Background: an optimization exercise with open tools, aiming at small area, a short achievable clock period and few clock cycles per item. Do not read the settings as production practice.
Only simulation tests tie the RTL to the original design; equivalence was not proved.
Power and IR drop assume default switching activity.

==> flow/design.v <==
module bcta_rdmux(input [255:0] b, input [7:0] sel, output reg [31:0] w);
    integer j;
    always @(*) begin
        w = 32'd0;
        for (j = 0; j < 8; j = j + 1) w = w | (b[32*j +: 32] & {32{sel[j]}});
    end
endmodule
module bcta_rot(input [31:0] xin, input [4:0] s, output [31:0] xo);
    reg  [31:0] xr; integer r;
    always @(*) for (r = 0; r < 32; r = r + 1) xr[r] = xin[31 - r];
    wire [31:0] x1 = s[0] ? {xr[30:0], xr[31]}    : xr;
    wire [31:0] x2 = s[1] ? {x1[29:0], x1[31:30]} : x1;
    wire [31:0] x3 = s[2] ? {x2[27:0], x2[31:28]} : x2;
    wire [31:0] x4 = s[3] ? {x3[23:0], x3[31:24]} : x3;
    assign xo = s[4] ? {x4[15:0], x4[31:16]} : x4;
endmodule
module bcta_merge(input [4:0] kl, input [5:0] a, input q0odd, input clr, input rd,
                  input [31:0] we, input [31:0] wo, input [31:0] xo, input [31:0] pay,
                  output [31:0] new_e, output [31:0] new_o, output [31:0] xin);
    wire [7:0] eqh, gth, lth;
    wire [3:0] gel, ltl, tal;
    wire [7:0] aeqh, alth;
    genvar h, l;
    generate
        for (h = 0; h < 8; h = h + 1) begin : gh
            assign eqh[h] = (kl[4:2] == h);
            assign gth[h] = (h > kl[4:2]);
            assign lth[h] = (h < kl[4:2]);
            assign aeqh[h] = (a[4:2] == h);
            assign alth[h] = (h < a[4:2]);
        end
        for (l = 0; l < 4; l = l + 1) begin : gl
            assign gel[l] = (l >= kl[1:0]);
            assign ltl[l] = (l < kl[1:0]);
            assign tal[l] = (l < a[1:0]);
        end
    endgenerate
    wire [7:0] fa = q0odd ? lth : gth;
    wire [3:0] fb = q0odd ? ltl : gel;
    reg [31:0] fbe, tkl, ta;
    integer r;
    always @(*) begin
        for (r = 0; r < 32; r = r + 1) begin
            fbe[r] = fa[r/4] | (eqh[r/4] & fb[r%4]);
            tkl[r] = gth[r/4] | (eqh[r/4] & gel[r%4]);
            ta[r]  = alth[r/4] | (aeqh[r/4] & tal[r%4]);
        end
    end
    wire [31:0] inwin = a[5] ? (tkl | ta) : (tkl & ta);
    wire [31:0] w_e = fbe & inwin;
    wire [31:0] w_o = ~fbe & inwin;
    assign xin = rd ? (w_e & we | w_o & wo) : pay;
    assign new_e = (w_e & xo | ~w_e & we) & ~{32{clr}};
    assign new_o = (w_o & xo | ~w_o & wo) & ~{32{clr}};
endmodule
module bcta_dec(input [63:0] cmd, output [10:0] cls, output t, output bad, output ill, output fit,
                output [5:0] n, output [31:0] pay);
    wire [7:0]  op  = cmd[63:56];
    wire [7:0]  mdf = cmd[55:48];
    wire [15:0] rsv = cmd[47:32];
    wire [31:0] arg = cmd[31:0];
    wire        tsel = mdf[0];
    wire rsv_zero = (rsv == 16'd0);
    wire arg_zero = (arg == 32'd0);
    wire fmt_n_ok = rsv_zero && (mdf[7:5] == 3'd0);
    wire fmt_t_ok = rsv_zero && (mdf[7:1] == 7'd0);
    wire fmt_z_ok = rsv_zero && (mdf == 8'd0);
    wire is_rd  = (op == 8'h01) && fmt_n_ok && arg_zero;
    wire is_wr  = (op == 8'h02) && fmt_n_ok;
    wire is_sk  = (op == 8'h03) && fmt_z_ok;
    wire is_pos = (op == 8'h04) && fmt_z_ok && arg_zero;
    wire is_len = (op == 8'h05) && fmt_z_ok && arg_zero;
    wire is_clr = (op == 8'h06) && fmt_z_ok && arg_zero;
    wire is_enc = (op == 8'h10) && fmt_t_ok;
    wire is_dec = (op == 8'h11) && fmt_t_ok;
    wire is_lcl = (op == 8'h12) && fmt_z_ok && arg_zero;
    wire is_lad = (op == 8'h13) && fmt_t_ok;
    wire is_lgt = (op == 8'h14) && fmt_t_ok && arg_zero;
    wire legal  = is_rd | is_wr | is_sk | is_pos | is_len | is_clr |
                  is_enc | is_dec | is_lcl | is_lad | is_lgt;
    wire hi7_zero = (arg[31:7] == 25'd0);
    wire enc_ok0  = hi7_zero && (arg[6] ^ arg[5]);
    wire enc_ok1  = (arg[31:4] == 28'd3);
    wire enc_ok   = tsel ? enc_ok1 : enc_ok0;
    wire sk_fits = (arg[31:11] == 21'd0) || (arg[31:11] == 21'h1FFFFF);
    assign cls = {is_rd, is_wr, is_sk, is_pos, is_len, is_clr, is_enc, is_dec, is_lcl, is_lad, is_lgt};
    assign t = tsel;
    assign bad = !legal || ((is_enc || is_lad) && !enc_ok);
    assign ill = !legal;
    assign fit = sk_fits;
    assign n = {1'b0, mdf[4:0]} + 6'd1;
    assign pay = arg;
endmodule
module bcta (
    input  wire        clk,
    input  wire        rst,
    input  wire        cmd_valid,
    output wire        cmd_ready,
    input  wire [63:0] cmd,
    output wire        rsp_valid,
    input  wire        rsp_ready,
    output wire [39:0] rsp
);
    wire [10:0] cls; wire t_i, bad_i, ill_i, fit_i; wire [5:0] n_i; wire [31:0] pay_i;
    bcta_dec u_dec(.cmd(cmd), .cls(cls), .t(t_i), .bad(bad_i), .ill(ill_i), .fit(fit_i), .n(n_i), .pay(pay_i));
    reg        v0;
    reg        r_rd, r_wr, r_sk, r_pos, r_len, r_clr, r_enc, r_dec, r_lcl, r_lad, r_lgt;
    reg        r_t, r_bad, r_ill, r_fit;
    reg [5:0]  r_n;
    reg [5:0]  r_a;
    reg [31:0] r_pay;
    reg [255:0] bank_e, bank_o;
    reg [6:0]   len;
    reg [9:0]   cursor;
    reg [9:0]   room;        
    reg [6:0]   acc;
    reg [7:0]   oh_e, oh_o;
    reg         nonempty, full, rp, wp;
    reg [34:0]  slot_a, slot_b;
    wire exec = v0 & ~full;
    wire pop  = nonempty & rsp_ready;
    assign cmd_ready = ~v0 | ~full;
    assign rsp_valid = nonempty;
    assign rsp       = {5'd0, rp ? slot_b : slot_a};
    wire [5:0]  n   = r_n;
    wire [4:0]  kl  = cursor[4:0];
    wire [3:0]  q0  = cursor[8:5];
    wire [5:0]  a   = r_a;
    wire [9:0]  e   = {cursor[9:5] + {4'd0, a[5]}, a[4:0]};   
    wire [4:0]  s   = a[4:0];
    wire [9:0]  l8  = {len, 3'b000};
    wire        beyond = {4'd0, n} > room;             
    wire        ovf    = cursor[9] | (&cursor[8:5] & a[5] & (a[4:0] != 5'd0));   
    wire [6:0]  wr_len = beyond ? e[9:3] + {6'd0, e[2:0] != 3'd0} : len;
    wire [31:0] we, wo, xo, xin, new_e, new_o;
    wire clr_all;
    bcta_rdmux u_re(.b(bank_e), .sel(oh_e), .w(we));
    bcta_rdmux u_ro(.b(bank_o), .sel(oh_o), .w(wo));
    bcta_rot u_rot(.xin(xin), .s(s), .xo(xo));
    bcta_merge u_m(.kl(kl), .a(a), .q0odd(q0[0]), .clr(clr_all), .rd(r_rd), .we(we), .wo(wo),
                   .xo(xo), .pay(r_pay), .new_e(new_e), .new_o(new_o), .xin(xin));
    integer j, k;
    assign clr_all = rst | (exec & r_clr & ~r_bad);
    wire wr_do = exec & r_wr & ~ovf;
    wire [5:0] i7 = {r_pay[6], r_pay[4:0]};
    wire [3:0] i5 = r_pay[3:0];
    wire [6:0] enc_code = r_t ? {2'b00, i5[0], i5[1], i5[2], i5[3], ~^i5}
                              : {i7[0], i7[1], i7[2], i7[3], i7[4], i7[5], ~^i7};
    wire hi7_zero = (r_pay[31:7] == 25'd0);
    wire dec_ok0  = hi7_zero && (^r_pay[6:0]);
    wire dec_ok1  = hi7_zero && (r_pay[6:5] == 2'd0) && (^r_pay[4:0]);
    wire [7:0] dec_char = r_t ? (dec_ok1 ? {4'h3, r_pay[1], r_pay[2], r_pay[3], r_pay[4]} : 8'h7E)
                              : (dec_ok0 ? (8'h20 + {2'b00, r_pay[1], r_pay[2], r_pay[3], r_pay[4], r_pay[5], r_pay[6]}) : 8'h7E);
    wire [11:0] sk_d = r_fit ? r_pay[11:0] : {r_pay[31], {11{~r_pay[31]}}};
    wire signed [12:0] sk_sum = $signed({3'd0, cursor}) + $signed({sk_d[11], sk_d});
    wire signed [12:0] rm_sum = $signed({3'd0, room}) - $signed({sk_d[11], sk_d});
    wire [9:0] sk_cur  = sk_sum[12] ? 10'd0 : rm_sum[12] ? l8    : sk_sum[9:0];
    wire [9:0] sk_room = sk_sum[12] ? l8    : rm_sum[12] ? 10'd0 : rm_sum[9:0];
    reg [9:0] cur_n, room_n;
    always @(*) begin
        cur_n  = cursor;
        room_n = room;
        if (exec && !r_bad) begin
            if (r_rd && !beyond) begin
                cur_n  = e;
                room_n = room - {4'd0, n};
            end
            if (r_wr && !ovf) begin
                cur_n  = e;
                room_n = beyond ? {7'd0, -e[2:0]} : room - {4'd0, n};
            end
            if (r_sk) begin
                cur_n  = sk_cur;
                room_n = sk_room;
            end
            if (r_clr) begin
                cur_n  = 10'd0;
                room_n = 10'd0;
            end
        end
    end
    reg [7:0] oh_e_n, oh_o_n;
    always @(*) begin
        for (j = 0; j < 8; j = j + 1) begin
            oh_e_n[j] = (cur_n[9:5] == 2 * j) || (cur_n[9:5] == 2 * j - 1);
            oh_o_n[j] = (cur_n[9:5] == 2 * j) || (cur_n[9:5] == 2 * j + 1);
        end
    end
    wire [6:0] lrc_word = r_t ? {2'b00, acc[4:1], ^acc[4:1]} : {acc[6:1], ^acc[6:1]};
    wire rd_ok = r_rd & ~r_bad & ~beyond;
    reg [2:0]  st;
    reg [31:0] oth;
    always @(*) begin
        st  = 3'd0;
        oth = 32'd0;
        if (r_bad)              st = r_ill ? 3'd4 : 3'd2;
        else if (r_rd & beyond) st = 3'd1;
        else if (r_wr & ovf)    st = 3'd3;
        if (!r_bad) begin
            if (r_pos) oth = {22'd0, cursor};
            if (r_len) oth = {25'd0, len};
            if (r_enc) oth = {25'd0, enc_code};
            if (r_dec) oth = {24'd0, dec_char};
            if (r_lgt) oth = {25'd0, lrc_word};
        end
    end
    wire [31:0] dat = (xo & {32{rd_ok}}) | oth;
    always @(posedge clk) begin
        if (cmd_ready) begin
            {r_rd, r_wr, r_sk, r_pos, r_len, r_clr, r_enc, r_dec, r_lcl, r_lad, r_lgt} <= cls;
            r_t <= t_i; r_bad <= bad_i; r_ill <= ill_i; r_fit <= fit_i; r_n <= n_i; r_pay <= pay_i;
        end
        r_a <= {1'b0, rst ? 5'd0 : cur_n[4:0]} + (cmd_ready ? n_i : r_n);
    end
    always @(posedge clk) begin
        for (k = 0; k < 8; k = k + 1) begin
            if (clr_all || (wr_do && oh_e[k])) bank_e[32*k +: 32] <= new_e;
            if (clr_all || (wr_do && oh_o[k])) bank_o[32*k +: 32] <= new_o;
        end
    end
    always @(posedge clk) begin
        if (rst) begin
            v0 <= 1'b0; nonempty <= 1'b0; full <= 1'b0; rp <= 1'b0; wp <= 1'b0;
            len <= 7'd0; cursor <= 10'd0; room <= 10'd0; oh_e <= 8'd1; oh_o <= 8'd1; acc <= 7'd0;
        end else begin
            if (cmd_ready) v0 <= cmd_valid;
            cursor <= cur_n; room <= room_n; oh_e <= oh_e_n; oh_o <= oh_o_n;
            if (exec && !r_bad) begin
                if (r_wr && !ovf) len <= wr_len;
                if (r_clr)        len <= 7'd0;
                if (r_lcl) acc <= 7'd0;
                if (r_lad) acc <= acc ^ enc_code;
            end
            if (exec) wp <= ~wp;
            if (pop)  rp <= ~rp;
            if (exec && !pop) begin
                nonempty <= 1'b1;
                full     <= nonempty;
            end else if (pop && !exec) begin
                nonempty <= full;
                full     <= 1'b0;
            end
        end
    end
    always @(posedge clk) begin
        if (exec && !wp) slot_a <= {st, dat};
        if (exec &&  wp) slot_b <= {st, dat};
    end
endmodule
==> flow/run.sh <==
#!/bin/bash
# synth_recipe.tcl (not shown) runs the flow's synth.tcl, then flattens the netlist and writes it again
# the make line also repeats each setting of config.mk as NAME=value (left out here)
make -C /OpenROAD-flow-scripts/flow DESIGN_CONFIG=/design/flow/config.mk WORK_HOME=/design/flow/orfs CLKGATE_MAP_FILE= SYNTH_SCRIPT=/design/flow/synth_recipe.tcl finish
==> flow/config.mk <==
export PLATFORM = sky130hd
export DESIGN_NAME = bcta
export DESIGN_NICKNAME = bcta
export VERILOG_FILES = /design/flow/design.v
export SDC_FILE = /design/flow/constraint.sdc
export NUM_CORES = 4
export LEC_CHECK = 0
export ABC_CLOCK_PERIOD_IN_PS = 4000
export CAP_MARGIN = 20
export CORE_MARGIN = 2
export CORE_UTILIZATION = 50
export CTS_BUF_LIST = sky130_fd_sc_hd__clkbuf_4
export SETUP_SLACK_MARGIN = 5
export SLEW_MARGIN = 20
export SYNTH_HIERARCHICAL = 1
==> flow/constraint.sdc <==
create_clock -name core_clock -period 10.0 [get_ports {clk}]
set_input_delay 2.0000 -clock core_clock [delete_from_list [all_inputs] [get_ports {clk}]]
set_output_delay 2.0000 -clock core_clock [all_outputs]
set_load 0.01 [all_outputs]
==> results.py, run 1 <==
metrics = {
    "clock_network": {
        "clkSinkCount": 695,
        "insertion_delay_ps": 1030,
        "cts_root_buffer": "clkbuf_4",
        "h-tree-depth": 4,
        "cts_buffers": 175,
        "cts_tree": "built",
        "cts.clk_slew.worst_paths_ps": 60,
        "cts_buffer_depth": 3,
    },
    "drt": {
        "via_count": 23788,
        "drc": 0,
        "ant_nets": 0,
        "drtPass1Iterations": 6,
        "drt-wirelength-per-cell_um": 27.8,
        "routed_wirelength_um": 104000,
        "via_per_inst": 6.38,
        "drt_iter0_markers": 2378,
    },
    "critical_path": {
        "crit_fanout": 35,
        "crit_type": "register to register",
        "reg2reg_depth": 10,
        "critPathArrivalTime_ps": 5590,
        "crit_path_start_kind": "register",
        "crit_path_end_kind": "register",
        "rrSetupSlack_ps": 5080,
        "required_ps": 10670,
        "r2r-start": "cursor[5]",
        "timing.rr.end": "bank_e[142]",
    },
    "cells_and_area": {
        "multi_input_area_mm2": 0.0123,
        "fin_area_mm2": 0.0376,
        "regArea_mm2": 0.0202,
        "num-fill-cells": 5527,
        "drive_gt1_share_pct": 17.8,
        "nNetsFinal": 2840,
        "area_growth_pct": 10.9,
    },
    "synth": {
        "synth_flop_cell": "edfxtp_1",
        "synth_warnings": 10,
        "ys_top_cells_by_area": "edfxtp_1 (56%), a22oi_1 (6.0%), mux4_2 (4.1%)",
        "yosysMostFrequentCell": "edfxtp_1",
        "syn_inst": 2586,
        "synth_top_area_share_pct": 55.8,
        "postSynthAreaPerCell_um2": 13.1,
        "ys_seq_area_share_pct": 59.7,
        "synthArstFlopShare_pct": 0,
        "synth_area_mm2": 0.0339,
        "synth_edf_count": 629,
        "synth_top_cell_by_area": "edfxtp_1",
        "yosys-top-cells-count": "edfxtp_1 (629), a22oi_1 (272), nand2_1 (167)",
        "yosysUniqueCellTypes": 101,
        "postSynthRegisterBits": 695,
    },
    "die": {
        "rows": 95,
        "die_x_um": 264,
        "start_util_pct": 50.4,
        "dieArea_mm2": 0.0698,
        "core_area_mm2": 0.0672,
        "dieHeight_um": 264,
        "io_pins": 110,
    },
    "global_route": {
        "antenna_found_initial": 2,
        "grt_pass1_wl_um": 152000,
        "grt_max_degree": 79,
        "grt-ovfl-total": 0,
        "track_usage_pct": 29.6,
        "first_global_vias": 23325,
    },
    "timing": {
        "setup_tns_ps": 0,
        "rsz0062_at_grt": "true",
        "hold_violations": 0,
        "slew_violations": 0,
        "period_minus_slack_ps": 4920,
        "fin_crit_sh_pct": 49.2,
        "fin_skew_ps": 65.9,
        "tightestPinTransition_ps": 1080,
        "relSlewSlack_pct": 28.0,
        "setup_viol_count_final": 0,
        "max_freq_ghz": 0.203,
    },
    "pwr": {
        "ir_drop_mv": 0.0857,
        "p_total_uw": 6580,
        "powerDensity_mw_per_mm2": 175,
        "leakage_uw": 0.0133,
    },
    "hold_path": {
        "min_to": "room[3]",
        "hold_path_depth": 2,
        "hold_start": "room[3]",
        "hold_class": "register to register",
    },
    "placement": {
        "place_area_mm2": 0.0353,
        "place_congestion": 0.976,
        "dpl.hpwl_um": 67100,
        "io_buffers": 104,
    },
    "status": {
        "run_status": "finished clean",
    },
    "job": {
        "max_cap_violations": 0,
    },
}
[worst max path at each step]
stage,startpoint,endpoint,slack (ps),cells after the start
after floorplan,r_fit,r_a[4],5840,19
after global placement,r_fit,r_a[5],5120,18
after detailed placement,r_fit,r_a[5],4940,18
after CTS,r_fit,r_a[4],5080,17
after global routing,r_pay[31],r_a[5],4980,18
final,cursor[5],bank_e[142],5080,10
[metal layers]
layer | global-route usage, % | wire length (µm)
met1 | 38.7 | 41500
met2 | 49.1 | 50900
met3 | 5.21 | 7570
met4 | 11.8 | 3690
met5 | 0 | 0
[placed cells by master (no fill, tap or decap), drive strengths merged, types with 41 or more instances in the layout]
cell           synthesis  routed
xnor2                 64      64
a22oi                273     273
mux4                  65      65
clkdlybuf4s50          0     103
mux2i                 71      71
mux2                  71      71
nor3                  41      41
clkbuf                70     252
nand2b                59      59
buf                  132      59
nand4                 75      75
nand2                167     167
o21ai                 50      50
nor2                 128     128
a21oi                 98      98
inv                   69      75
dfxtp                 66      66
nand3                 45      45
edfxtp               629     629
[where the power goes]
part / total [µW] / internal [µW] / switching, µW
Clock: 2380 / 1240 / 1140
Sequential: 3470 / 3400 / 64.9
Combinational: 728 / 258 / 470
Total: 6580 / 4910 / 1670
[modules after synthesis, one instance, submodules excluded]
| module | times used | cells inside | flops+latches |
|---|---|---|---|
| bcta | 1 | 1413 | 695 |
| bcta_dec | 1 | 134 | 0 |
| bcta_merge | 1 | 555 | 0 |
| bcta_rdmux | 2 | 184 | 0 |
| bcta_rot | 1 | 116 | 0 |
[cell type report]
class	count	area share (%)
flip-flops and latches	695	53.8
inverters	70	0.709
multi-input cells	1623	32.6
clock buffers	252	5.04
repair inverters	1	0.0200
well taps	873	2.91
clock inverters	49	0.899
diodes	5	0.0333
repair buffers	162	3.95
[through the flow]
step	instances	hold WS, ps	setup WS, ps	util (%)
2_1_floorplan	2590	458	5840	-
3_3_place_gp	3418	496	5120	52.5
3_5_place_dp	3418	502	4940	52.5
4_1_cts	3719	512	5080	55.8
5_1_grt	3730	529	4980	55.9
6_report	3730	516	5080	55.9
[worst max-delay path, stage by stage (launching register included)]
cell	delay, ps
dfxtp_2	310
buf_4	500
clkinvlp_4	590
xnor2_1	580
mux2i_1	240
o22ai_1	180
mux4_2	600
mux4_2	540
mux2_2	330
mux2i_1	430
nor2_1	240
[repair_timing]
item / CTS / global route
endpoints found under the setup margin: 2 / 139
setup buffers: 0 / 4
hold buffers: 0 / 0
resized for setup: 1 / 3
cloned: 0 / 1
[logic make-up after synthesis]
kind of cell               share of synthesized area, %
and+or+nand+nor                                    9.83
other                                            0.0111
adders and majority gates                          2.43
DFF                                                59.7
muxes                                              8.82
AOI/OAI and AO/OA                                  13.0
xor gates and xnor gates                           1.99
buffers and inverters                              4.24
[flip-flops by register name, indices dropped and copies added (netlist names), 6 cells and up]
register  count
room         10
len           7
bank_o      256
slot_b       35
r_pay        32
r_n           6
slot_a       35
cursor       10
oh_o          8
oh_e          8
bank_e      256
r_a           6
acc           6
Testbench counts, summed over its fixed seeds: cycles 15,421, items 15,405.
==> inputs of run 2 (changes only) <==
--- a/flow/config.mk
+++ b/flow/config.mk
@@ -10,5 +10,5 @@
 export CORE_MARGIN = 2
 export CORE_UTILIZATION = 50
-export CTS_BUF_LIST = sky130_fd_sc_hd__clkbuf_4
+export CTS_BUF_LIST = sky130_fd_sc_hd__clkbuf_8
 export SETUP_SLACK_MARGIN = 5
 export SLEW_MARGIN = 20
==> run 2 against run 1 <==
Against the previous run: still clean; worst hold slack got worse by 3.5 ps; highest routed layer unchanged; final cell count decreased by 2.9%; largest cell class unchanged; area after synthesis unchanged; maximum frequency shrank 0.21%; clock power down 3%.
==> results.py, run 2 <==
metrics = {
    "critical_path": {
        "required_ps": 10370,
        "crit_buf_inv": 2,
        "crit_type": "register to register",
        "critPathArrivalTime_ps": 5300,
        "cp_slowest_cell": "xnor2_1",
        "crit_chain": "buf_4 -> clkinvlp_4 -> xnor2_1 -> mux2i_1 -> o22ai_1 -> mux4_2 -> mux4_2 -> mux2_2 -> mux2i_1 -> nor2_1",
        "crit_fanout": 35,
        "crit_path_end_kind": "register",
        "crit_path_start_kind": "register",
        "cp_top_family": "multiplexers",
        "cp_slowest_stage_delay_ps": 600,
    },
    "die": {
        "start_util_pct": 50.4,
        "dieArea_mm2": 0.0698,
        "rows": 95,
        "die_x_um": 264,
        "core_area_mm2": 0.0672,
        "io_pins": 110,
        "dieHeight_um": 264,
    },
    "synth": {
        "postSynthAreaPerCell_um2": 13.1,
        "syn_inst": 2586,
        "synthArstFlopShare_pct": 0,
        "synth_edf_count": 629,
        "synth_flop_cell": "edfxtp_1",
        "synth_warnings": 10,
        "yosysUniqueCellTypes": 101,
        "ys_top_cells_by_area": "edfxtp_1 (56%), a22oi_1 (6.0%), mux4_2 (4.1%)",
        "synth_top_cell_by_area": "edfxtp_1",
        "synth_top_area_share_pct": 55.8,
        "yosysMostFrequentCell": "edfxtp_1",
        "yosys-top-cells-count": "edfxtp_1 (629), a22oi_1 (272), nand2_1 (167)",
        "ys_seq_area_share_pct": 59.7,
        "synth_area_mm2": 0.0339,
        "postSynthRegisterBits": 695,
    },
    "timing": {
        "setup_tns_ps": 0,
        "fin_skew_ps": 32.7,
        "setup_ws_ps": 5070,
        "tightestPinTransition_ps": 1040,
        "hold_violations": 0,
        "fin_crit_sh_pct": 49.3,
        "slew_violations": 0,
        "relSlewSlack_pct": 30.5,
        "setup_viol_count_final": 0,
        "period_minus_slack_ps": 4930,
        "max_freq_ghz": 0.203,
        "holdWs_ps": 513,
        "rsz0062_at_grt": "false",
    },
    "drt": {
        "drt_iter0_markers": 2175,
        "ant_nets": 0,
        "routed_wirelength_um": 103000,
        "drt-wirelength-per-cell_um": 28.5,
        "drc": 0,
        "drtPass1Iterations": 6,
        "via_count": 23303,
        "via_per_inst": 6.44,
    },
    "placement": {
        "io_buffers": 104,
        "place_inst": 3418,
        "dpl.hpwl_um": 67100,
        "place_congestion": 0.976,
        "place_ws_ps": 4940,
    },
    "clock_network": {
        "cts_root_buffer": "clkbuf_8",
        "insertion_delay_ps": 740,
        "clkSinkCount": 695,
        "cts_buffers": 112,
        "h-tree-depth": 3,
        "cts_buffer_depth": 3,
        "cts.clk_slew.worst_paths_ps": 60,
        "cts_tree": "built",
        "cts_hold_buf": 0,
    },
    "global_route": {
        "track_usage_pct": 29.1,
        "first_global_vias": 22681,
        "antenna_found_initial": 1,
        "met2_usage_pct": 48.4,
        "busiest_layer": "met2",
        "use_met3_pct": 4.13,
        "grt-ovfl-total": 0,
        "grt_max_degree": 79,
        "gr-usage-met1_pct": 38.6,
        "grt_pass1_wl_um": 150000,
    },
    "hold_path": {
        "hold_class": "register to register",
    },
    "cells_and_area": {
        "drive_gt1_share_pct": 13.8,
        "regArea_mm2": 0.0202,
        "stdcell_count": 3621,
        "layout.cells.most_common": "edfxtp_1",
        "area_growth_pct": 10.5,
        "largestRegisters": "bank_e: 256 flops, bank_o: 256 flops",
        "final_cell_mix": "edfxtp_1 (629), a22oi_1 (272), nand2_1 (166)",
        "nNetsFinal": 2777,
        "num-fill-cells": 5487,
        "multi_input_area_mm2": 0.0123,
    },
    "pwr": {
        "p_total_uw": 6490,
        "powerDensity_mw_per_mm2": 174,
        "ir_drop_mv": 0.0978,
        "leakage_uw": 0.0132,
    },
    "status": {
        "run_status": "finished clean",
    },
    "job": {
        "max_cap_violations": 0,
    },
}
-- run 2: layer usage --
metal / up-vias / wire length (µm)
met1: 11737 / 41600
met5: - / 0
met4: 0 / 4200
met3: 200 / 7390
met2: 1101 / 50000
li1: 10265 / -
-- run 2: worst paths after layout --
kind                 end  cells after the start  slack [ps]  startpoint
max          bank_o[135]                     10        5070   cursor[5]
max reg2reg  bank_o[135]                     10        5070   cursor[5]
min reg2reg      room[4]                      2         510     room[4]
min              room[4]                      2         510     room[4]
-- run 2: Yosys stat by module, one instance, submodules excluded --
module	area, µm²	cells	flops+latches	copies in the design
bcta_rot	1950	116	0	1
bcta_dec	912	134	0	1
bcta	24900	1413	695	1
bcta_merge	3500	555	0	1
bcta_rdmux	1320	184	0	2
-- run 2: kinds of logic after synthesis --
kind of cell	Yosys count	share of synthesized area, %
compound gates	615	13.0
flops	695	59.7
xor+xnor	77	1.99
simple gates	651	9.83
mux	207	8.82
fa+ha+maj	68	2.43
buf+inv	272	4.24
other cells	1	0.0111
-- run 2: area by class of cell --
| class | count | area share [%] |
|---|---|---|
| Tap cell | 873 | 2.92 |
| Clock inverter | 77 | 1.23 |
| Multi-Input combinational cell | 1623 | 32.8 |
| Timing Repair Buffer | 162 | 3.96 |
| Inverter | 70 | 0.712 |
| Sequential cell | 695 | 54.0 |
| Timing Repair inverter | 1 | 0.0201 |
| Antenna cell | 2 | 0.0134 |
| Clock buffer | 118 | 4.34 |
-- run 2: worst reg2reg max path, cell delays in order, from the launching register on --
cell and delay, ps:
dfxtp_2 310, buf_4 490, clkinvlp_4 600, xnor2_1 600
mux2i_1 240, o22ai_1 190, mux4_2 590, mux4_2 490
mux2_2 340, mux2i_1 450, nor2_1 270
-- run 2: repair_timing --
item	CTS	global route
endpoints found under the hold margin	0	0
setup buffers	0	4
setup endpoints to repair	2	78
pin swaps	0	0
resized for setup	1	4
gates cloned	0	1
-- run 2: power by group --
| part | total, µW | internal [µW] | switching, µW |
|---|---|---|---|
| clock network | 2300 | 1190 | 1100 |
| logic | 728 | 259 | 469 |
| registers | 3470 | 3410 | 65.0 |
| total | 6490 | 4860 | 1640 |
-- run 2: per-stage QoR --
| stage | utilization [%] | area, µm² |
|---|---|---|
| finish | 55.7 | 37400 |
| global route | 55.7 | 37400 |
| CTS | 55.6 | 37300 |
| detailed placement | 52.5 | 35300 |
| global placement | 52.5 | 35300 |
| floorplan | - | 33900 |
==> inputs of run 3 (changes only) <==
--- a/flow/config.mk
+++ b/flow/config.mk
@@ -6,9 +6,10 @@
 export NUM_CORES = 4
 export LEC_CHECK = 0
-export ABC_CLOCK_PERIOD_IN_PS = 4000
 export CAP_MARGIN = 20
 export CORE_MARGIN = 2
 export CORE_UTILIZATION = 50
 export CTS_BUF_LIST = sky130_fd_sc_hd__clkbuf_8
+export CTS_CLUSTER_DIAMETER = 45
+export CTS_CLUSTER_SIZE = 16
 export SETUP_SLACK_MARGIN = 5
 export SLEW_MARGIN = 20
==> run 3 against run 2 <==
Against the previous run: wire length shrank 0.75%; still clean on timing, DRC and antenna; clock power fell by 9.1%; combinational power barely moved; area after synthesis unchanged; global-route usage down 0.16 points; non-clock buffer count is the same; sequential power about the same; largest cell class unchanged; synthesized cell count unchanged; clock-buffer cell count fell by 32; register-to-register slack about the same; first-iteration DRC count increased by 9.7%.
==> results.py, run 3 <==
metrics = {
    "drt": {
        "drt-wirelength-per-cell_um": 28.6,
        "via_per_inst": 6.45,
        "via_count": 23075,
        "drc": 0,
        "ant_nets": 0,
        "drt_iter0_markers": 2387,
        "routed_wirelength_um": 102000,
        "drtPass1Iterations": 5,
    },
    "critical_path": {
        "crit_path_start_kind": "register",
        "crit_path_end_kind": "register",
        "crit_type": "register to register",
        "required_ps": 10340,
        "reg2reg_depth": 10,
        "timing.rr.end": "bank_e[46]",
        "crit_fanout": 35,
        "critPathArrivalTime_ps": 5270,
        "r2r-start": "cursor[5]",
        "rrSetupSlack_ps": 5070,
    },
    "synth": {
        "synth_edf_count": 629,
        "yosysMostFrequentCell": "edfxtp_1",
        "synth_area_mm2": 0.0339,
        "synth_top_cell_by_area": "edfxtp_1",
        "synth_top_area_share_pct": 55.8,
        "ys_seq_area_share_pct": 59.7,
        "synth_warnings": 10,
        "synthArstFlopShare_pct": 0,
        "postSynthRegisterBits": 695,
        "postSynthAreaPerCell_um2": 13.1,
        "syn_inst": 2586,
        "yosys-top-cells-count": "edfxtp_1 (629), a22oi_1 (272), nand2_1 (167)",
        "yosysUniqueCellTypes": 101,
        "synth_flop_cell": "edfxtp_1",
        "ys_top_cells_by_area": "edfxtp_1 (56%), a22oi_1 (6.0%), mux4_2 (4.1%)",
    },
    "placement": {
        "io_buffers": 104,
        "place_area_mm2": 0.0353,
        "place_congestion": 0.976,
        "dpl.hpwl_um": 67100,
    },
    "die": {
        "dieHeight_um": 264,
        "die_x_um": 264,
        "dieArea_mm2": 0.0698,
        "rows": 95,
        "start_util_pct": 50.4,
        "core_area_mm2": 0.0672,
        "io_pins": 110,
    },
    "cells_and_area": {
        "fin_area_mm2": 0.0371,
        "layout.cells.most_common": "edfxtp_1",
        "regArea_mm2": 0.0202,
        "final_cell_mix": "edfxtp_1 (629), a22oi_1 (272), nand2_1 (166)",
        "nNetsFinal": 2746,
        "multi_input_area_mm2": 0.0123,
        "largestRegisters": "bank_e: 256 flops, bank_o: 256 flops",
        "area_growth_pct": 9.53,
        "num-fill-cells": 5490,
        "drive_gt1_share_pct": 14.0,
    },
    "status": {
        "run_status": "finished clean",
    },
    "global_route": {
        "grt_max_degree": 79,
        "track_usage_pct": 29.0,
        "antenna_found_initial": 3,
        "grt_pass1_wl_um": 149000,
        "grt-ovfl-total": 0,
        "first_global_vias": 22382,
    },
    "hold_path": {
        "hold_path_depth": 2,
        "min_to": "room[4]",
        "hold_class": "register to register",
        "hold_start": "room[4]",
    },
    "pwr": {
        "leakage_uw": 0.0129,
        "ir_drop_mv": 0.106,
        "powerDensity_mw_per_mm2": 169,
        "p_total_uw": 6280,
    },
    "clock_network": {
        "h-tree-depth": 3,
        "cts_buffers": 81,
        "cts_buffer_depth": 3,
        "cts_hold_buf": 0,
        "cts.clk_slew.worst_paths_ps": 70,
        "insertion_delay_ps": 700,
        "cts_tree": "built",
        "clkSinkCount": 695,
        "cts_root_buffer": "clkbuf_8",
    },
    "timing": {
        "fin_crit_sh_pct": 49.3,
        "period_minus_slack_ps": 4930,
        "setup_viol_count_final": 0,
        "slew_violations": 0,
        "relSlewSlack_pct": 28.9,
        "rsz0062_at_grt": "true",
        "max_freq_ghz": 0.203,
        "setup_tns_ps": 0,
        "tightestPinTransition_ps": 1070,
        "hold_violations": 0,
        "fin_skew_ps": 54.0,
    },
    "job": {
        "max_cap_violations": 0,
    },
}
-- run 3: kinds of logic (layout without fill, tap and decap cells) --
| logic type | Yosys count | after routing | share of synthesized area [%] |
|---|---|---|---|
| flip-flops | 695 | 695 | 59.7 |
| AND/OR/NAND/NOR | 651 | 651 | 9.83 |
| AO/OA/AOI/OAI | 615 | 615 | 13.0 |
| buffers and inverters | 272 | 382 | 4.24 |
| multiplexers | 207 | 207 | 8.82 |
| XOR/XNOR | 77 | 77 | 1.99 |
| adder cells (fa/ha/maj) | 68 | 68 | 2.43 |
| other | 1 | 7 | 0.0111 |
-- run 3: how the worst max path moves through the flow --
| stage | start | to | slack, ps | depth (start not counted) |
|---|---|---|---|---|
| 2_1_floorplan | r_fit | r_a[4] | 5840 | 19 |
| 3_3_place_gp | r_fit | r_a[5] | 5120 | 18 |
| 3_5_place_dp | r_fit | r_a[5] | 4940 | 18 |
| 4_1_cts | r_fit | r_a[5] | 5050 | 18 |
| 5_1_grt | r_pay[31] | r_a[5] | 4920 | 18 |
| 6_report | cursor[5] | bank_e[46] | 5070 | 10 |
-- run 3: repair_timing --
item	CTS	global route
cloned	0	1
gates resized for setup	1	2
setup endpoints to repair	2	104
endpoints found under the hold margin	0	0
buffers inserted	0	4
-- run 3: metrics by stage --
stage | utilization, % | setup slack [ps] | hold slack [ps] | instances
after floorplan | - | 5840 | 458 | 2590
after global placement | 52.5 | 5120 | 496 | 3418
after detailed placement | 52.5 | 4940 | 502 | 3418
after CTS | 55.1 | 5050 | 514 | 3567
after global routing | 55.2 | 4920 | 530 | 3575
final | 55.2 | 5070 | 512 | 3575
-- run 3: per-module statistics from Yosys, one instance, submodules excluded --
module | cells inside | copies in the design | flip-flops and latches
bcta | 1413 | 1 | 695
bcta_merge | 555 | 1 | 0
bcta_rot | 116 | 1 | 0
bcta_rdmux | 184 | 2 | 0
bcta_dec | 134 | 1 | 0
-- run 3: where the power goes --
part | internal [µW] | switching, µW
clock | 964 | 1130
combinational | 259 | 469
sequential | 3400 | 64.8
-- run 3: metal layers --
metal  GRT usage [%]  up-vias  wire length, µm
met5               0        -                0
met4            11.5        0             4070
met3            3.91      196             7160
met2            47.9     1062            49600
met1            39.0    11604            41500
li1                -    10213                -
-- run 3: layout make-up --
type | instances | share of cell area (%)
Antenna cell | 2 | 0.0135
Clock buffer | 86 | 3.19
Clock inverter | 63 | 1.55
Inverter | 70 | 0.719
Multi-Input combinational cell | 1623 | 33.1
Sequential cell | 695 | 54.5
Tap cell | 873 | 2.95
Timing Repair Buffer | 162 | 4.00
Timing Repair inverter | 1 | 0.0202
-- run 3: critical path, cell delays in order (launching register included) --
cell        delay (ps)
dfxtp_2            320
buf_4              500
clkinvlp_4         580
xnor2_1            600
mux2i_1            240
o22ai_1            190
mux4_2             600
mux4_2             510
mux2_2             330
mux2i_1            440
nor2_1             250
==> inputs of run 4 (changes only) <==
--- a/flow/design.v
+++ b/flow/design.v
@@ -18,36 +18,18 @@
                   input [31:0] we, input [31:0] wo, input [31:0] xo, input [31:0] pay,
                   output [31:0] new_e, output [31:0] new_o, output [31:0] xin);
-    wire [7:0] eqh, gth, lth;
-    wire [3:0] gel, ltl, tal;
-    wire [7:0] aeqh, alth;
-    genvar h, l;
-    generate
-        for (h = 0; h < 8; h = h + 1) begin : gh
-            assign eqh[h] = (kl[4:2] == h);
-            assign gth[h] = (h > kl[4:2]);
-            assign lth[h] = (h < kl[4:2]);
-            assign aeqh[h] = (a[4:2] == h);
-            assign alth[h] = (h < a[4:2]);
-        end
-        for (l = 0; l < 4; l = l + 1) begin : gl
-            assign gel[l] = (l >= kl[1:0]);
-            assign ltl[l] = (l < kl[1:0]);
-            assign tal[l] = (l < a[1:0]);
-        end
-    endgenerate
-    wire [7:0] fa = q0odd ? lth : gth;
-    wire [3:0] fb = q0odd ? ltl : gel;
-    reg [31:0] fbe, tkl, ta;
+    wire [4:0] lb_e = q0odd ? 5'd0 : kl;
+    wire [4:0] lb_o = q0odd ? kl : 5'd0;
+    wire [5:0] ub_f = a[5] ? 6'd32 : a;
+    wire [5:0] ub_s = a[5] ? {1'b0, a[4:0]} : 6'd0;
+    wire [5:0] ub_e = q0odd ? ub_s : ub_f;
+    wire [5:0] ub_o = q0odd ? ub_f : ub_s;
+    reg [31:0] w_e, w_o;
     integer r;
     always @(*) begin
         for (r = 0; r < 32; r = r + 1) begin
-            fbe[r] = fa[r/4] | (eqh[r/4] & fb[r%4]);
-            tkl[r] = gth[r/4] | (eqh[r/4] & gel[r%4]);
-            ta[r]  = alth[r/4] | (aeqh[r/4] & tal[r%4]);
-        end
-    end
-    wire [31:0] inwin = a[5] ? (tkl | ta) : (tkl & ta);
-    wire [31:0] w_e = fbe & inwin;
-    wire [31:0] w_o = ~fbe & inwin;
+            w_e[r] = (r >= lb_e) && (r < ub_e);
+            w_o[r] = (r >= lb_o) && (r < ub_o);
+        end
+    end
     assign xin = rd ? (w_e & we | w_o & wo) : pay;
     assign new_e = (w_e & xo | ~w_e & we) & ~{32{clr}};
==> flow/flow/run.sh (new file) <==
#!/bin/bash
set -euo pipefail
bash standard.sh SETUP_SLACK_MARGIN=5.8 finish > standard.log 2>&1
==> flow/standard.sh (new file) <==
#!/bin/bash
# synth_recipe.tcl (not shown) runs the flow's synth.tcl, then flattens the netlist and writes it again
# the make line also repeats each setting of config.mk as NAME=value (left out here)
make -C /OpenROAD-flow-scripts/flow DESIGN_CONFIG=/design/flow/config.mk WORK_HOME=/design/flow/orfs CLKGATE_MAP_FILE= SYNTH_SCRIPT=/design/flow/synth_recipe.tcl "${@:-finish}"
--- a/flow/config.mk
+++ b/flow/config.mk
@@ -12,5 +12,4 @@
 export CTS_CLUSTER_DIAMETER = 45
 export CTS_CLUSTER_SIZE = 16
-export SETUP_SLACK_MARGIN = 5
 export SLEW_MARGIN = 20
 export SYNTH_HIERARCHICAL = 1
removed: flow/run.sh
==> run 4 against run 3 <==
Against the previous run: power increased by 1.6%; critical path depth increased by 1; clock-buffer cell count decreased by 11; worst setup slack improved by 680 ps; clock power decreased by 5%; utilization increased by 2.5 points; first-iteration DRC count increased by 28%; via count increased by 3.0%; design area increased by 4.1%; combinational power increased by 28%; critical path type unchanged.
==> results.py, run 4 <==
metrics = {
    "synth": {
        "syn_inst": 2560,
        "postSynthAreaPerCell_um2": 13.1,
        "yosysUniqueCellTypes": 100,
        "synthArstFlopShare_pct": 0,
        "synth_area_mm2": 0.0337,
        "postSynthRegisterBits": 695,
        "synth_top_cell_by_area": "edfxtp_1",
        "synth_top_area_share_pct": 56.1,
        "yosysMostFrequentCell": "edfxtp_1",
        "ys_seq_area_share_pct": 60.0,
        "yosys-top-cells-count": "edfxtp_1 (629), a22oi_1 (287), nor2_1 (215)",
        "synth_warnings": 10,
        "ys_top_cells_by_area": "edfxtp_1 (56%), a22oi_1 (6.4%), mux4_2 (4.1%)",
        "synth_edf_count": 629,
        "synth_flop_cell": "edfxtp_1",
    },
    "timing": {
        "hold_violations": 0,
        "slew_violations": 0,
        "setup_viol_count_final": 0,
        "fin_crit_sh_pct": 42.5,
        "rsz0062_at_grt": "true",
        "relSlewSlack_pct": 28.4,
        "period_minus_slack_ps": 4250,
        "fin_skew_ps": 41.8,
        "setup_ws_ps": 5750,
        "tightestPinTransition_ps": 1070,
        "setup_tns_ps": 0,
        "holdWs_ps": 470,
        "max_freq_ghz": 0.235,
    },
    "critical_path": {
        "crit_type": "register to register",
        "crit_path_start_kind": "register",
        "required_ps": 10390,
        "crit_fanout": 29,
        "crit_path_end_kind": "register",
        "critPathArrivalTime_ps": 4640,
    },
    "global_route": {
        "antenna_found_initial": 1,
        "first_global_vias": 22505,
        "grt_pass1_wl_um": 154000,
        "grt_max_degree": 65,
        "grt-ovfl-total": 0,
        "track_usage_pct": 30.2,
    },
    "clock_network": {
        "cts_tree": "built",
        "cts.clk_slew.worst_paths_ps": 100,
        "clkSinkCount": 695,
        "cts_buffer_depth": 3,
        "cts_buffers": 74,
        "cts_hold_buf": 0,
        "h-tree-depth": 3,
        "cts_root_buffer": "clkbuf_8",
        "insertion_delay_ps": 700,
    },
    "cells_and_area": {
        "drive_gt1_share_pct": 22.1,
        "nNetsFinal": 2749,
        "final_cell_mix": "edfxtp_1 (629), a22oi_1 (276), nor2_1 (164)",
        "area_growth_pct": 14.7,
        "stdcell_count": 3567,
        "largestRegisters": "bank_e: 256 flops, bank_o: 256 flops",
        "layout.cells.most_common": "edfxtp_1",
    },
    "die": {
        "dieArea_mm2": 0.0694,
        "io_pins": 110,
        "dieHeight_um": 263,
        "rows": 95,
        "start_util_pct": 50.3,
        "die_x_um": 263,
        "core_area_mm2": 0.0669,
    },
    "placement": {
        "place_congestion": 1.02,
        "place_ws_ps": 4940,
        "place_inst": 3388,
        "dpl.hpwl_um": 71000,
        "io_buffers": 104,
    },
    "drt": {
        "via_per_inst": 6.66,
        "via_count": 23772,
        "drc": 0,
        "drt-wirelength-per-cell_um": 29.9,
        "drt_iter0_markers": 3054,
        "ant_nets": 0,
        "drtPass1Iterations": 6,
        "routed_wirelength_um": 107000,
    },
    "pwr": {
        "leakage_uw": 0.0131,
        "p_total_uw": 6380,
        "powerDensity_mw_per_mm2": 165,
        "ir_drop_mv": 0.0882,
    },
    "job": {
        "max_cap_violations": 0,
    },
    "status": {
        "run_status": "finished clean",
    },
    "hold_path": {
        "hold_class": "register to register",
    },
}
[run 4: cell count changes after synthesis, sizes merged, moves of 12 or more]
cell / previous run / this run
nand2b: 59 / 19
xnor2: 64 / 37
nor2: 128 / 215
o21ai: 50 / 62
a22oi: 273 / 287
o22ai: 38 / 11
maj3: 24 / 2
nand2: 167 / 114
inv: 69 / 45
[run 4: cells by family after synthesis]
logic type / share of synthesized area (%)
xor gates and xnor gates: 1.35
DFF: 60.0
and+or+nand+nor: 9.46
adders and majority gates: 1.78
other: 0.0111
AOI/OAI and AO/OA: 14.0
buffers and inverters: 4.06
muxes: 9.28
[run 4: path summary, 6_finish.rpt]
| check | startpoint | end | slack [ps] | cells past startpoint |
|---|---|---|---|---|
| setup / recovery | cursor[3] | bank_o[126] | 5750 | 11 |
| hold / removal | room[0] | room[0] | 470 | 2 |
| hold reg to reg | room[0] | room[0] | 470 | 2 |
| setup reg to reg | cursor[3] | bank_o[126] | 5750 | 11 |
[run 4: repair_timing]
item                                    4_1_cts  5_1_grt
gates resized for setup                     197      143
gates cloned                                  2        4
setup buffers                                16       23
pin swaps                                     6       16
endpoints found under the setup margin      627      542
[run 4: stage by stage]
stage | cell area, µm² | util, %
after floorplan | 33700 | -
after global placement | 35000 | 52.4
after detailed placement | 35000 | 52.4
after CTS | 37600 | 56.2
after global routing | 38600 | 57.7
final | 38600 | 57.7
[run 4: routing by layer]
layer	vias up	share of wire, %	global-route usage, %
met2	1333	46	47.1
met3	248	9.5	6.18
met5	-	0	0
met4	0	4.6	12.9
li1	10276	-	-
met1	11915	40	41.1
[run 4: power by group]
part           switching (µW)  total (µW)  internal (µW)
Combinational             583         927            344
Sequential               64.7        3470           3400
Clock                    1110        1990            878
[run 4: layout make-up]
class | count | area, µm²
antenna | 1 | 2.50
inverter | 45 | 171
fill | 5403 | 28300
clock buffer | 75 | 1030
sequential | 695 | 20200
tap | 873 | 1090
clock inverter | 57 | 578
multi-input combinational | 1617 | 13400
timing repair buffer | 204 | 2090
[run 4: critical path, stage by stage, from the launching register on]
cell and delay (ps):
dfxtp_1 340, buf_6 310, nand2_1 190, o221ai_1 230, o31ai_1 170, a22oi_1 500, a21oi_1 250, mux4_2 590
mux4_2 550, mux2_4 360, mux2i_4 310, nor2_4 100
[run 4: Yosys stat by module, one instance, submodules excluded]
module      cell area [µm²]  flip-flops and latches  cells inside  times used
bcta_rot               1950                       0           116           1
bcta_merge             3350                       0           529           1
bcta                  24800                     695          1416           1
bcta_rdmux             1320                       0           184           2
bcta_dec                881                       0           131           1
Testbench counts of run 4, summed over its fixed seeds: cycles 15,421, items 15,405.
==> inputs of run 5 (changes only) <==
==> flow/flow/run.sh (replaced) <==
#!/bin/bash
set -euo pipefail
bash standard.sh SETUP_SLACK_MARGIN=6.0 'BUFFER_PORTS_ARGS=-buffer_cell sky130_fd_sc_hd__buf_2' finish > standard.log 2>&1
==> run 5 against run 4 <==
Against the previous run: clock power up 5%; maximum frequency up 2.7%; flip-flop and latch count unchanged; critical path depth unchanged; non-clock buffer count up 29; sequential share of layout area down 0.64 points; via count up 1.8%; utilization up 0.70 points; sequential power about the same; final cell count up 1.0%; critical path type unchanged; largest cell class unchanged.
==> results.py, run 5 <==
metrics = {
    "synth": {
        "synth_top_cell_by_area": "edfxtp_1",
        "synth_top_area_share_pct": 56.1,
        "synth_xor_area_share_pct": 1.35,
        "synth_warnings": 10,
        "yosysMostFrequentCell": "edfxtp_1",
        "synth_compound_area_share_pct": 14.0,
        "synthArstFlopShare_pct": 0,
        "synthSimpleGateAreaFrac_pct": 9.46,
        "postSynthAreaPerCell_um2": 13.1,
        "postSynthRegisterBits": 695,
        "synthMuxAreaShare_pct": 9.28,
        "synth_flop_cell": "edfxtp_1",
        "yosys-top-cells-count": "edfxtp_1 (629), a22oi_1 (287), nor2_1 (215)",
        "yosysUniqueCellTypes": 100,
        "synth_edf_count": 629,
        "synth_area_mm2": 0.0337,
        "synth_top_family_by_area": "compound AO/OA/AOI/OAI gates",
        "syn_inst": 2560,
        "ys_top_cells_by_area": "edfxtp_1 (56%), a22oi_1 (6.4%), mux4_2 (4.1%)",
        "ys_seq_area_share_pct": 60.0,
        "synth_fa_ha_area_share_pct": 1.78,
    },
    "critical_path": {
        "crit_type": "register to register",
        "required_ps": 10440,
        "crit_path_end_kind": "register",
        "crit_fanout": 26,
        "crit_path_start_kind": "register",
        "critPathArrivalTime_ps": 4580,
    },
    "die": {
        "start_util_pct": 50.3,
        "rows": 95,
        "die_x_um": 263,
        "io_pins": 110,
        "dieArea_mm2": 0.0694,
        "core_area_mm2": 0.0669,
        "dieHeight_um": 263,
    },
    "cells_and_area": {
        "final_cell_mix": "edfxtp_1 (629), a22oi_1 (268), nor2_1 (141)",
        "num-fill-cells": 5305,
        "stdcell_count": 3604,
        "layout.cells.most_common": "edfxtp_1",
        "utilization_pct": 58.4,
        "drive_gt1_share_pct": 29.4,
        "nNetsFinal": 2780,
        "largestRegisters": "bank_e: 256 flops, bank_o: 256 flops",
        "area_growth_pct": 16.1,
        "fin_area_mm2": 0.0391,
    },
    "drt": {
        "drt-wirelength-per-cell_um": 30.0,
        "routed_wirelength_um": 108000,
        "via_count": 24208,
        "drtPass1Iterations": 9,
        "via_per_inst": 6.72,
        "ant_nets": 0,
        "drc": 0,
        "drt_iter0_markers": 2933,
    },
    "clock_network": {
        "insertion_delay_ps": 730,
        "cts_tree": "built",
        "cts_buffer_depth": 3,
        "h-tree-depth": 3,
        "cts_hold_buf": 0,
        "clkSinkCount": 695,
        "cts_root_buffer": "clkbuf_8",
        "cts.clk_slew.worst_paths_ps": 80,
        "cts_buffers": 76,
    },
    "hold_path": {
        "hold_class": "register to register",
    },
    "pwr": {
        "netSwitchingPower_uw": 1760,
        "p_int_uw": 4730,
        "p_total_uw": 6490,
        "switching_share_pct": 27.1,
        "clkPwrFrac_pct": 32.1,
        "p_comb_share_pct": 14.4,
        "power_frac_seq_pct": 53.5,
        "leakage_uw": 0.0135,
        "powerDensity_mw_per_mm2": 166,
        "ir_drop_mv": 0.121,
    },
    "timing": {
        "slew_violations": 0,
        "hold_violations": 0,
        "setup_viol_count_final": 0,
        "fin_skew_ps": 47.1,
        "relSlewSlack_pct": 35.6,
        "fin_crit_sh_pct": 41.4,
        "period_minus_slack_ps": 4140,
        "max_freq_ghz": 0.242,
        "tightestPinTransition_ps": 956,
        "rsz0062_at_grt": "true",
        "setup_tns_ps": 0,
    },
    "job": {
        "max_cap_violations": 0,
    },
    "placement": {
        "io_buffers": 104,
        "place_inst": 3390,
        "dpl.hpwl_um": 69300,
        "place_congestion": 1.06,
        "place_area_mm2": 0.0346,
    },
    "global_route": {
        "grt_pass1_wl_um": 156000,
        "antenna_found_initial": 2,
        "first_global_vias": 23429,
        "grt_max_degree": 71,
        "grt-ovfl-total": 0,
        "track_usage_pct": 30.5,
    },
    "status": {
        "run_status": "finished clean",
    },
}
==> run 5: cell counts after synthesis <==
No cell type changed its count.
==> run 5: per-layer routing <==
metal,vias up,wire (µm),track usage (%)
li1,10347,-,-
met1,12122,41300,39.5
met2,1385,49900,48.3
met3,352,10100,5.92
met4,2,6950,17.7
met5,-,9,0
==> run 5: logic make-up after synthesis <==
kind of cell	count (synthesis)
AO/OA/AOI/OAI	653
XOR/XNOR	52
adder cells (fa/ha/maj)	46
buffers and inverters	252
flip-flops	695
multiplexers	221
other	1
AND/OR/NAND/NOR	640
==> run 5: final timing paths <==
kind	start	end	slack, ps	depth (start not counted)
max	cursor[3]	slot_b[1]	5860	11
min	room[4]	room[4]	490	2
max reg2reg	cursor[3]	slot_b[1]	5860	11
min reg2reg	room[4]	room[4]	490	2
==> run 5: layout make-up <==
type                            instances  area, µm²  share of cell area, %
Antenna cell                            1       2.50                0.00640
Clock buffer                           78       1070                   2.75
Clock inverter                         62        644                   1.65
Inverter                               45        175                  0.448
Multi-Input combinational cell       1617      13900                   35.6
Sequential cell                       695      20200                   51.8
Tap cell                              873       1090                   2.79
Timing Repair Buffer                  233       1960                   5.01
==> run 5: power groups by stage <==
stage	clock [µW]	combinational (µW)	sequential, µW
floorplan	0	450	3510
global placement	0	695	3520
detailed placement	0	703	3540
CTS	2120	853	3470
global route	2230	958	3490
finish	2080	931	3470
==> run 5: what timing repair did <==
action                                  in CTS  in global routing
endpoints found under the setup margin     632                542
setup buffers                               30                 34
pin swaps                                   21                 38
gates resized for setup                    305                164
gates cloned                                 8                  0
==> run 5: per-stage QoR <==
| step | setup WS [ps] | hold WS (ps) |
|---|---|---|
| 6_report | 5860 | 490 |
| 5_1_grt | 5830 | 518 |
| 4_1_cts | 5940 | 488 |
| 3_5_place_dp | 4860 | 476 |
| 3_3_place_gp | 4490 | 445 |
| 2_1_floorplan | 6010 | 436 |
==> run 5: Yosys stat by module (local to each module, per instance) <==
| module | flip-flops and latches | cells | times used |
|---|---|---|---|
| bcta_dec | 0 | 131 | 1 |
| bcta_rot | 0 | 116 | 1 |
| bcta | 695 | 1416 | 1 |
| bcta_rdmux | 0 | 184 | 2 |
| bcta_merge | 0 | 529 | 1 |
==> run 5: critical path, stage by stage, from the launching register on <==
cell and delay (ps):
dfxtp_2 450, buf_8 250, nand2_1 210, o221ai_1 300, o31ai_2 210, a22oi_2 310, a21oi_1 190, mux4_2 610
mux4_2 520, mux2_4 350, a221oi_4 340, nor2_2 80
==> inputs of run 6 (changes only) <==
--- a/flow/config.mk
+++ b/flow/config.mk
@@ -8,5 +8,5 @@
 export CAP_MARGIN = 20
 export CORE_MARGIN = 2
-export CORE_UTILIZATION = 50
+export CORE_UTILIZATION = 65
 export CTS_BUF_LIST = sky130_fd_sc_hd__clkbuf_8
 export CTS_CLUSTER_DIAMETER = 45
==> run 6 against run 5 <==
Against the previous run: still clean; clock skew about the same; worst setup slack worse by 24 ps; sequential power is essentially flat; final cell count decreased by 6.2%; clock power down 11%; utilization rose by 17 points; flip-flop and latch count did not move; first-iteration DRC count is 10% higher; critical path depth stayed put; critical path type unchanged; critical endpoint is now slot_a[5].
==> results.py, run 6 <==
metrics = {
    "status": {
        "run_status": "finished clean",
    },
    "die": {
        "rows": 83,
        "die_x_um": 232,
        "start_util_pct": 65.6,
        "core_area_mm2": 0.0513,
        "io_pins": 110,
        "dieHeight_um": 232,
        "dieArea_mm2": 0.0536,
    },
    "critical_path": {
        "crit_fanout": 17,
        "critPathArrivalTime_ps": 4560,
        "crit_path_end_kind": "register",
        "crit_path_start_kind": "register",
        "rrSetupSlack_ps": 5840,
        "cp_slowest_cell": "mux4_2",
        "cp_slowest_stage_delay_ps": 640,
        "crit_chain": "buf_6 -> inv_1 -> o22a_1 -> mux2_2 -> nand2_2 -> a31oi_1 -> mux4_2 -> mux4_2 -> mux2_4 -> a221oi_4 -> nor2_2",
        "required_ps": 10400,
        "cp_common_cell": "mux4_2",
        "crit_type": "register to register",
    },
    "timing": {
        "relSlewSlack_pct": 30.6,
        "slew_violations": 0,
        "tightestPinTransition_ps": 1040,
        "setup_viol_count_final": 0,
        "fin_skew_ps": 46.8,
        "max_freq_ghz": 0.240,
        "period_minus_slack_ps": 4160,
        "fin_crit_sh_pct": 41.6,
        "setup_tns_ps": 0,
        "setup_ws_ps": 5840,
        "rsz0062_at_grt": "true",
        "hold_violations": 0,
    },
    "pwr": {
        "powerDensity_mw_per_mm2": 163,
        "p_total_uw": 6280,
        "leakage_uw": 0.0133,
        "ir_drop_mv": 0.123,
    },
    "cells_and_area": {
        "largestRegisters": "bank_e: 256 flops, bank_o: 256 flops",
        "layout.cells.most_common": "edfxtp_1",
        "fin_area_mm2": 0.0385,
        "num-fill-cells": 3277,
        "final_cell_mix": "edfxtp_1 (629), a22oi_1 (274), nor2_1 (148)",
        "drive_gt1_share_pct": 28.7,
        "nNetsFinal": 2762,
        "area_growth_pct": 14.3,
        "utilization_pct": 75.0,
    },
    "global_route": {
        "grt_pass1_wl_um": 154000,
        "met2_usage_pct": 58.5,
        "busiest_layer": "met2",
        "first_global_vias": 23102,
        "grt-ovfl-total": 0,
        "grt_max_degree": 68,
        "gr-usage-met1_pct": 54.4,
        "track_usage_pct": 39.5,
        "antenna_found_initial": 0,
        "use_met3_pct": 10.6,
    },
    "synth": {
        "ys_top_cells_by_area": "edfxtp_1 (56%), a22oi_1 (6.4%), mux4_2 (4.1%)",
        "syn_inst": 2560,
        "postSynthRegisterBits": 695,
        "synth_edf_count": 629,
        "ys_seq_area_share_pct": 60.0,
        "synth_area_mm2": 0.0337,
        "synth_flop_cell": "edfxtp_1",
        "synth_top_cell_by_area": "edfxtp_1",
        "postSynthAreaPerCell_um2": 13.1,
        "yosysMostFrequentCell": "edfxtp_1",
        "synth_top_area_share_pct": 56.1,
        "synth_warnings": 10,
        "synthArstFlopShare_pct": 0,
        "yosys-top-cells-count": "edfxtp_1 (629), a22oi_1 (287), nor2_1 (215)",
        "yosysUniqueCellTypes": 100,
    },
    "drt": {
        "via_per_inst": 7.25,
        "drt_iter0_markers": 3238,
        "drtPass1Iterations": 7,
        "via_count": 24491,
        "routed_wirelength_um": 106000,
        "ant_nets": 0,
        "drc": 0,
        "drt-wirelength-per-cell_um": 31.3,
    },
    "placement": {
        "dpl.hpwl_um": 69500,
        "place_area_mm2": 0.0343,
        "place_ws_ps": 4800,
        "place_congestion": 1.04,
        "io_buffers": 104,
    },
    "job": {
        "max_cap_violations": 0,
    },
    "hold_path": {
        "hold_class": "register to register",
    },
    "clock_network": {
        "cts_buffer_depth": 3,
        "cts_root_buffer": "clkbuf_8",
        "cts.clk_slew.worst_paths_ps": 90,
        "h-tree-depth": 3,
        "insertion_delay_ps": 700,
        "cts_hold_buf": 0,
        "cts_buffers": 67,
        "clkSinkCount": 695,
        "cts_tree": "built",
    },
}
## run 6: cell counts after synthesis
Identical to the previous run, type by type.
## run 6: logic make-up (layout without fill, tap and decap cells)
kind of cell	after synthesis	count (layout)	share of synthesized area, %
XOR/XNOR	52	52	1.35
AO/OA/AOI/OAI	653	653	14.0
other	1	6	0.0111
adder cells (fa/ha/maj)	46	46	1.78
multiplexers	221	221	9.28
buffers and inverters	252	386	4.06
AND/OR/NAND/NOR	640	640	9.46
flip-flops	695	695	60.0
## run 6: worst paths after layout
| check | from | end | cells past startpoint |
|---|---|---|---|
| max reg2reg | cursor[4] | slot_a[5] | 11 |
| max | cursor[4] | slot_a[5] | 11 |
| min reg2reg | room[0] | room[0] | 2 |
| min | room[0] | room[0] | 2 |
## run 6: metrics by stage
stage	hold slack (ps)	std cells
detailed placement	460	3197
global route	506	3378
finish	472	3379
floorplan	436	2564
CTS	474	3360
global placement	444	3195
## run 6: critical path: cells and delay by family, from the launching register on
family                 cells  cell delay [ps]
AOI/OAI and AO/OA          3              810
buffers and inverters      2              450
DFF                        1              430
muxes                      4             1890
and+or+nand+nor            2              270
## run 6: cell type report
type                    instances  area, µm²  share of cell area, %
clock inverters                48        507                   1.32
well taps                     680        851                   2.21
flip-flops and latches        695      20200                   52.6
clock buffers                  69        950                   2.47
multi-input cells            1617      13900                   36.2
diodes                          1       2.50                0.00650
inverters                      45        171                  0.446
repair buffers                224       1850                   4.81
## run 6: where the power goes
group / total (µW) / internal (µW) / switching [µW]
combinational: 951 / 351 / 601
sequential: 3470 / 3400 / 67.0
clock: 1850 / 821 / 1030
total: 6280 / 4570 / 1700
## run 6: routing by layer
metal,wire (µm),vias up
li1,-,10288
met3,13500,333
met1,39400,12106
met2,46700,1764
met5,0,-
met4,6230,0
## run 6: modules after synthesis, one instance, submodules excluded
module      cells  copies in the design  flip-flops and latches
bcta_merge    529                     1                       0
bcta_rdmux    184                     2                       0
bcta_dec      131                     1                       0
bcta         1416                     1                     695
bcta_rot      116                     1                       0
## run 6: repair_timing
action,4_1_cts,5_1_grt
pin swaps,33,37
cloned,5,1
gates resized for setup,347,106
endpoints found under the setup margin,751,600
setup buffers,41,17
==> inputs of run 7 (changes only) <==
--- a/flow/config.mk
+++ b/flow/config.mk
@@ -14,2 +14,3 @@
 export SLEW_MARGIN = 20
 export SYNTH_HIERARCHICAL = 1
+export TNS_END_PERCENT = 30
==> run 7 against run 6 <==
Against the previous run: register-to-register slack improved by 20 ps; largest power group unchanged; clock-buffer cell count did not move; still clean on timing, DRC and antenna; utilization barely moved; sequential power barely moved; worst hold slack improved by 5.3 ps.
==> results.py, run 7 <==
metrics = {
    "synth": {
        "synth_top_cell_by_area": "edfxtp_1",
        "ys_seq_area_share_pct": 60.0,
        "postSynthAreaPerCell_um2": 13.1,
        "synth_area_mm2": 0.0337,
        "synth_edf_count": 629,
        "yosysMostFrequentCell": "edfxtp_1",
        "postSynthRegisterBits": 695,
        "ys_top_cells_by_area": "edfxtp_1 (56%), a22oi_1 (6.4%), mux4_2 (4.1%)",
        "yosys-top-cells-count": "edfxtp_1 (629), a22oi_1 (287), nor2_1 (215)",
        "synthArstFlopShare_pct": 0,
        "syn_inst": 2560,
        "yosysUniqueCellTypes": 100,
        "synth_flop_cell": "edfxtp_1",
        "synth_warnings": 10,
        "synth_top_area_share_pct": 56.1,
    },
    "clock_network": {
        "cts_buffer_depth": 3,
        "cts_root_buffer": "clkbuf_8",
        "h-tree-depth": 3,
        "insertion_delay_ps": 710,
        "cts.clk_slew.worst_paths_ps": 90,
        "clkSinkCount": 695,
        "cts_tree": "built",
        "cts_buffers": 67,
    },
    "cells_and_area": {
        "nNetsFinal": 2773,
        "largestRegisters": "bank_e: 256 flops, bank_o: 256 flops",
        "area_growth_pct": 14.4,
        "fin_area_mm2": 0.0385,
        "final_cell_mix": "edfxtp_1 (629), a22oi_1 (271), nor2_1 (153)",
        "drive_gt1_share_pct": 28.7,
        "num-fill-cells": 3289,
        "layout.cells.most_common": "edfxtp_1",
    },
    "pwr": {
        "powerDensity_mw_per_mm2": 163,
        "netSwitchingPower_uw": 1700,
        "switching_share_pct": 27.1,
        "p_comb_share_pct": 15.0,
        "ir_drop_mv": 0.123,
        "p_int_uw": 4570,
        "leakage_uw": 0.0133,
        "power_frac_seq_pct": 55.4,
        "clkPwrFrac_pct": 29.6,
    },
    "critical_path": {
        "crit_type": "register to register",
        "critPathArrivalTime_ps": 4500,
        "crit_fanout": 45,
        "required_ps": 10360,
        "crit_path_end_kind": "register",
        "crit_path_start_kind": "register",
    },
    "drt": {
        "drc": 0,
        "drt-wirelength-per-cell_um": 31.3,
        "drtPass1Iterations": 7,
        "routed_wirelength_um": 106000,
        "ant_nets": 0,
        "drt_iter0_markers": 3514,
        "via_per_inst": 7.24,
        "via_count": 24546,
    },
    "status": {
        "run_status": "finished clean",
    },
    "placement": {
        "io_buffers": 104,
        "dpl.hpwl_um": 69500,
        "place_area_mm2": 0.0343,
        "place_congestion": 1.04,
    },
    "global_route": {
        "grt-ovfl-total": 0,
        "track_usage_pct": 39.5,
        "antenna_found_initial": 2,
        "grt_max_degree": 68,
        "first_global_vias": 23015,
        "grt_pass1_wl_um": 154000,
    },
    "die": {
        "core_area_mm2": 0.0513,
        "io_pins": 110,
        "dieHeight_um": 232,
        "start_util_pct": 65.6,
        "rows": 83,
        "die_x_um": 232,
        "dieArea_mm2": 0.0536,
    },
    "timing": {
        "rsz0062_at_grt": "true",
        "fin_crit_sh_pct": 41.4,
        "tightestPinTransition_ps": 1090,
        "relSlewSlack_pct": 27.1,
        "setup_tns_ps": 0,
        "period_minus_slack_ps": 4140,
        "setup_viol_count_final": 0,
        "hold_violations": 0,
        "fin_skew_ps": 47.7,
        "slew_violations": 0,
        "max_freq_ghz": 0.242,
    },
    "hold_path": {
        "hold_class": "register to register",
    },
    "job": {
        "max_cap_violations": 0,
    },
}
-- run 7: what timing repair did --
action                     4_1_cts  5_1_grt
hold buffers                     0        0
setup endpoints to repair      751      604
gates cloned                     4        3
buffers inserted                39       29
resized for setup              325      110
pin swaps                       32       40
-- run 7: path summary, 6_finish.rpt --
path,startpoint,to,slack [ps],depth (start not counted)
max,r_a[0],bank_e[194],5860,11
min,room[0],room[0],480,2
max reg2reg,r_a[0],bank_e[194],5860,11
min reg2reg,room[0],room[0],480,2
-- run 7: layout make-up --
type,instances,area [µm²],share of cell area [%]
Sequential cell,695,20200,52.6
Clock buffer,69,950,2.47
Timing Repair Buffer,235,1960,5.09
Inverter,45,175,0.455
Antenna cell,1,2.50,0.00650
Tap cell,680,851,2.21
Multi-Input combinational cell,1617,13800,35.9
Clock inverter,48,507,1.32
-- run 7: power groups by stage --
stage / clock network [µW] / logic (µW) / registers [µW]
floorplan: 0 / 450 / 3510
global placement: 0 / 704 / 3520
detailed placement: 0 / 711 / 3540
CTS: 1870 / 851 / 3470
global route: 1970 / 962 / 3490
finish: 1860 / 940 / 3470
-- run 7: routing by layer --
metal	wire length [µm]	track usage [%]	vias up
li1	-	-	10321
met1	40100	54.9	12077
met2	47200	58.8	1808
met3	12800	10.0	336
met4	5900	18.6	4
met5	94	0	-
-- run 7: critical path: stages, from the launching register on --
cell	delay, ps
dfxtp_2	330
buf_8	200
or2_4	360
a21oi_2	220
o22ai_2	200
a22oi_2	360
a21oi_2	180
mux4_2	600
mux4_2	550
mux2_4	360
mux2i_4	250
nor2_2	130
-- run 7: cell families (layout without fill, tap and decap cells) --
group	after synthesis	count (layout)	share of synthesized area, %
AO/OA/AOI/OAI	653	653	14.0
XOR/XNOR	52	52	1.35
adder cells (fa/ha/maj)	46	46	1.78
buffers and inverters	252	397	4.06
flip-flops	695	695	60.0
multiplexers	221	221	9.28
other	1	6	0.0111
AND/OR/NAND/NOR	640	640	9.46
-- run 7: per-module statistics from Yosys, one instance, submodules excluded --
| module | flops+latches | copies in the design | area [µm²] |
|---|---|---|---|
| bcta | 695 | 1 | 24800 |
| bcta_dec | 0 | 1 | 881 |
| bcta_merge | 0 | 1 | 3350 |
| bcta_rdmux | 0 | 2 | 1320 |
| bcta_rot | 0 | 1 | 1950 |
-- run 7: metrics by stage --
| stage | hold WS, ps | power [µW] | std cells | setup WS [ps] | util [%] |
|---|---|---|---|---|---|
| 2_1_floorplan | 436 | 3960 | 2564 | 6010 | - |
| 3_3_place_gp | 444 | 4230 | 3195 | 4770 | 66.9 |
| 3_5_place_dp | 460 | 4250 | 3197 | 4800 | 66.9 |
| 4_1_cts | 474 | 6190 | 3357 | 5920 | 73.4 |
| 5_1_grt | 506 | 6420 | 3389 | 5840 | 75.0 |
| 6_report | 477 | 6270 | 3390 | 5860 | 75.0 |

-- separate check: timing with driven ports --
The results above use ideal ports. As a check the final layouts listed here were re-extracted and re-timed, cells and wires unchanged.
Step 1 (the two cells are an assumption about what drives the block):
set clk [get_ports {clk}]
set_driving_cell -lib_cell sky130_fd_sc_hd__clkbuf_16 $clk
set_driving_cell -lib_cell sky130_fd_sc_hd__buf_2 [delete_from_list [all_inputs] $clk]
Step 2 times the ports against the registers' clock, not the clock port: input delays grow and output delays shrink by t, the midpoint of the rising clock arrivals with the driver on.
a / b / c = no drivers / after step 1 / after step 2; a / b = the first two.
run	shift t [ns]	setup WS [ns]	slew at the worst register clock pin (ns)	worst data-port slew with drivers (ns)
run 1	1.060	5.081 / 5.081 / 5.081	0.08 / 0.08	0.04
run 2	0.784	5.071 / 5.071 / 5.071	0.07 / 0.07	0.04
run 3	0.733	5.074 / 5.074 / 5.074	0.10 / 0.10	0.04
run 4	0.744	5.751 / 5.751 / 5.142	0.10 / 0.10	0.04
run 5	0.778	5.861 / 5.861 / 5.328	0.10 / 0.10	0.06
run 6	0.738	5.838 / 5.838 / 5.438	0.10 / 0.10	0.05
run 7	0.744	5.862 / 5.862 / 5.429	0.10 / 0.10	0.05
After both steps setup and hold are still met in every run listed. The setup slack of run 4, which loses most, moves by 0.000 ns with the drivers and by -0.609 ns with both steps.
